This design comes from an exercise in tuning for small area on the open sky130 flow, not from production work.
Only simulation tests tie the RTL to the original design; equivalence was not proved.
Power is estimated from default activity; no workload was simulated.

Design r30x_engine, start of the top module:
module r30x_engine (
    input  wire         clk,
    input  wire         rst,
    input  wire         cmd_valid,
    output wire         cmd_ready,
    input  wire [8:0]   cmd_op,
    input  wire [7:0]   cmd_buf,
    input  wire [15:0]  cmd_page,
    input  wire [15:0]  cmd_start,
    input  wire [15:0]  cmd_count,
    input  wire [31:0]  cmd_word,
    input  wire [7:0]   cmd_num,
    input  wire [7:0]   cmd_content,
    input  wire [7:0]   cmd_code,
    input  wire [8:0]   cmd_dlen,
    input  wire         din_valid,
    output wire         din_ready,
    input  wire [7:0]   din_data,
    output wire         rsp_valid,
    input  wire         rsp_take,
    output reg  [3:0]   rsp_result,
    output wire [8:0]   rsp_op,
    output wire [7:0]   rsp_status,
    output reg          rsp_has_status,
    output reg  [31:0]  rsp_value,
    output wire [31:0]  rsp_addr,
    output wire [3:0]   rsp_enr_state,
    output wire [4:0]   rsp_data_len,
    output wire [159:0] rsp_data,
    output reg  [15:0]  p_status_reg,
    output reg  [15:0]  p_sys_id,
    output reg  [15:0]  p_lib_size,
    output reg  [15:0]  p_sec_level,
    output reg  [31:0]  p_dev_addr,
    output reg  [15:0]  p_pkt_size,
    output reg  [15:0]  p_baud,
    output wire         tx_valid,
    input  wire         tx_ready,
    output wire [7:0]   tx_data,
    output wire         tx_last,
    output wire         tx_write,
    input  wire         rx_valid,
    input  wire [7:0]   rx_data,
    input  wire         rx_last,
    input  wire         ev_timeout,
    input  wire         ev_tpclosed,
    input  wire         ev_delay_elapsed,
  ...
Size: roughly 1,700 cells after synthesis.
==> flow/config.mk <==
export PLATFORM = sky130hd
export DESIGN_NAME = r30x_engine
export DESIGN_NICKNAME = r30x_engine
export VERILOG_FILES = /design/flow/design.v
export SDC_FILE = /design/flow/constraint.sdc
export NUM_CORES = 4
export LEC_CHECK = 0
export CAP_MARGIN = 20
export CORE_MARGIN = 2
export CORE_UTILIZATION = 45
export SLEW_MARGIN = 20
==> flow/constraint.sdc <==
create_clock -name core_clock -period 45.0 [get_ports {clk}]
set_input_delay 9.0000 -clock core_clock [delete_from_list [all_inputs] [get_ports {clk}]]
set_output_delay 9.0000 -clock core_clock [all_outputs]
set_load 0.01 [all_outputs]
standard.sh (not shown) runs the stock make flow with config.mk's settings and CLKGATE_MAP_FILE= SYNTH_SCRIPT=/design/flow/synth_recipe.tcl, a recipe that flattens the netlist after the stock synthesis.
==> flow/flow/run.sh <==
#!/bin/bash
# Layout flow: the standard synthesis, then its combinational logic mapped
# again by ABC for area (flip-flops untouched, see resyn.py), then the
# standard ORFS flow from floorplan on, with
#  - port buffers of buf_1 instead of the default clkdlybuf4s50_1
#  - a clock tree of clkbuf_8 with sink clusters of up to 22 within 35 um, no dummy loads
# Each tool's output goes to a log of its own in this folder.
set -euo pipefail
KNOBS=(
  "BUFFER_PORTS_ARGS=-buffer_cell sky130_fd_sc_hd__buf_1"
  "CTS_ARGS=-sink_clustering_enable -repair_clock_nets -dont_use_dummy_load -sink_clustering_size 22 -sink_clustering_max_diameter 35 -buf_list {sky130_fd_sc_hd__clkbuf_8}"
)
bash standard.sh "${KNOBS[@]}" synth > synth_flow.log 2>&1

R="$PWD/orfs/results/$FLOW_PLATFORM/r30x_engine/base"
YOSYS="$FLOW_HOME/../tools/install/yosys/bin/yosys"
[[ -x "$YOSYS" ]] || YOSYS=yosys
cp "$R/1_2_yosys.v" 1_2_yosys_standard.v
if python3 flow/resyn.py \
    "$FLOW_HOME/platforms/$FLOW_PLATFORM/lib/sky130_fd_sc_hd__tt_025C_1v80.lib" \
    "$FLOW_HOME/platforms/$FLOW_PLATFORM/config.mk" \
    1_2_yosys_standard.v "$PWD/1_2_yosys_resyn.v" "$PWD/resyn" "$PWD/flow/area.script" "$YOSYS" \
    > resyn.log 2>&1; then
  cp 1_2_yosys_resyn.v "$R/1_2_yosys.v"
  rm -f "$R/1_synth.odb" "$R/1_synth.sdc"
fi

bash standard.sh "${KNOBS[@]}" finish > standard_flow.log 2>&1
Other scripts of this flow, unchanged in this note and not shown: flow/flow/area.script, flow/flow/resyn.py
Then changed:
--- a/flow/flow/run.sh
+++ b/flow/flow/run.sh
@@ -4,10 +4,10 @@
 # standard ORFS flow from floorplan on, with
 #  - port buffers of buf_1 instead of the default clkdlybuf4s50_1
-#  - a clock tree of clkbuf_8 with sink clusters of up to 22 within 35 um, no dummy loads
+#  - a clock tree of clkbuf_4/clkbuf_8 with sink clusters of up to 16, no dummy loads
 # Each tool's output goes to a log of its own in this folder.
 set -euo pipefail
 KNOBS=(
   "BUFFER_PORTS_ARGS=-buffer_cell sky130_fd_sc_hd__buf_1"
-  "CTS_ARGS=-sink_clustering_enable -repair_clock_nets -dont_use_dummy_load -sink_clustering_size 22 -sink_clustering_max_diameter 35 -buf_list {sky130_fd_sc_hd__clkbuf_8}"
+  "CTS_ARGS=-sink_clustering_enable -repair_clock_nets -dont_use_dummy_load -sink_clustering_size 16 -sink_clustering_max_diameter 50 -buf_list {sky130_fd_sc_hd__clkbuf_4 sky130_fd_sc_hd__clkbuf_8}"
 )
 bash standard.sh "${KNOBS[@]}" synth > synth_flow.log 2>&1
What happened: Final cell count is lower by 1.3%. Register-to-register slack improved by 0.05 ns. Routed wire length is lower by 0.57%. Sequential power is about the same. Flip-flop and latch count is unchanged. Count of clock-buffer cells in the layout fell by 35. Sequential share of layout area increases by 1.1 points. Synthesized area stays the same. Via count shrinks by 1.1%. Power went down by 7.2%.

## separate check: timing with driven ports
Ports are ideal in the flow. The routed layouts listed here were re-timed in OpenROAD.
Step 1 (the two cells are an assumption about what drives the block):
set clk [get_ports {clk}]
set_driving_cell -lib_cell sky130_fd_sc_hd__clkbuf_16 $clk
set_driving_cell -lib_cell sky130_fd_sc_hd__buf_2 [delete_from_list [all_inputs] $clk]
Step 2 also shifts input and output timing later by t, the mid clock arrival at the registers, as if the neighbouring blocks saw the same clock.
a / b / c = ideal ports / drivers / drivers and shift; a / b = the first two.
| run | t, ns | slack for setup (ns) | pins driven straight from the clock port |
|---|---|---|---|
| the first run | 0.679 | 26.447 / 26.426 / 26.426 | 1 |
| the second run | 0.676 | 26.446 / 26.423 / 26.423 | 1 |
After both steps setup and hold are still met in every run listed. The setup slack of the second run, which loses most, moves by -0.023 ns with the drivers and by -0.023 ns with both steps.
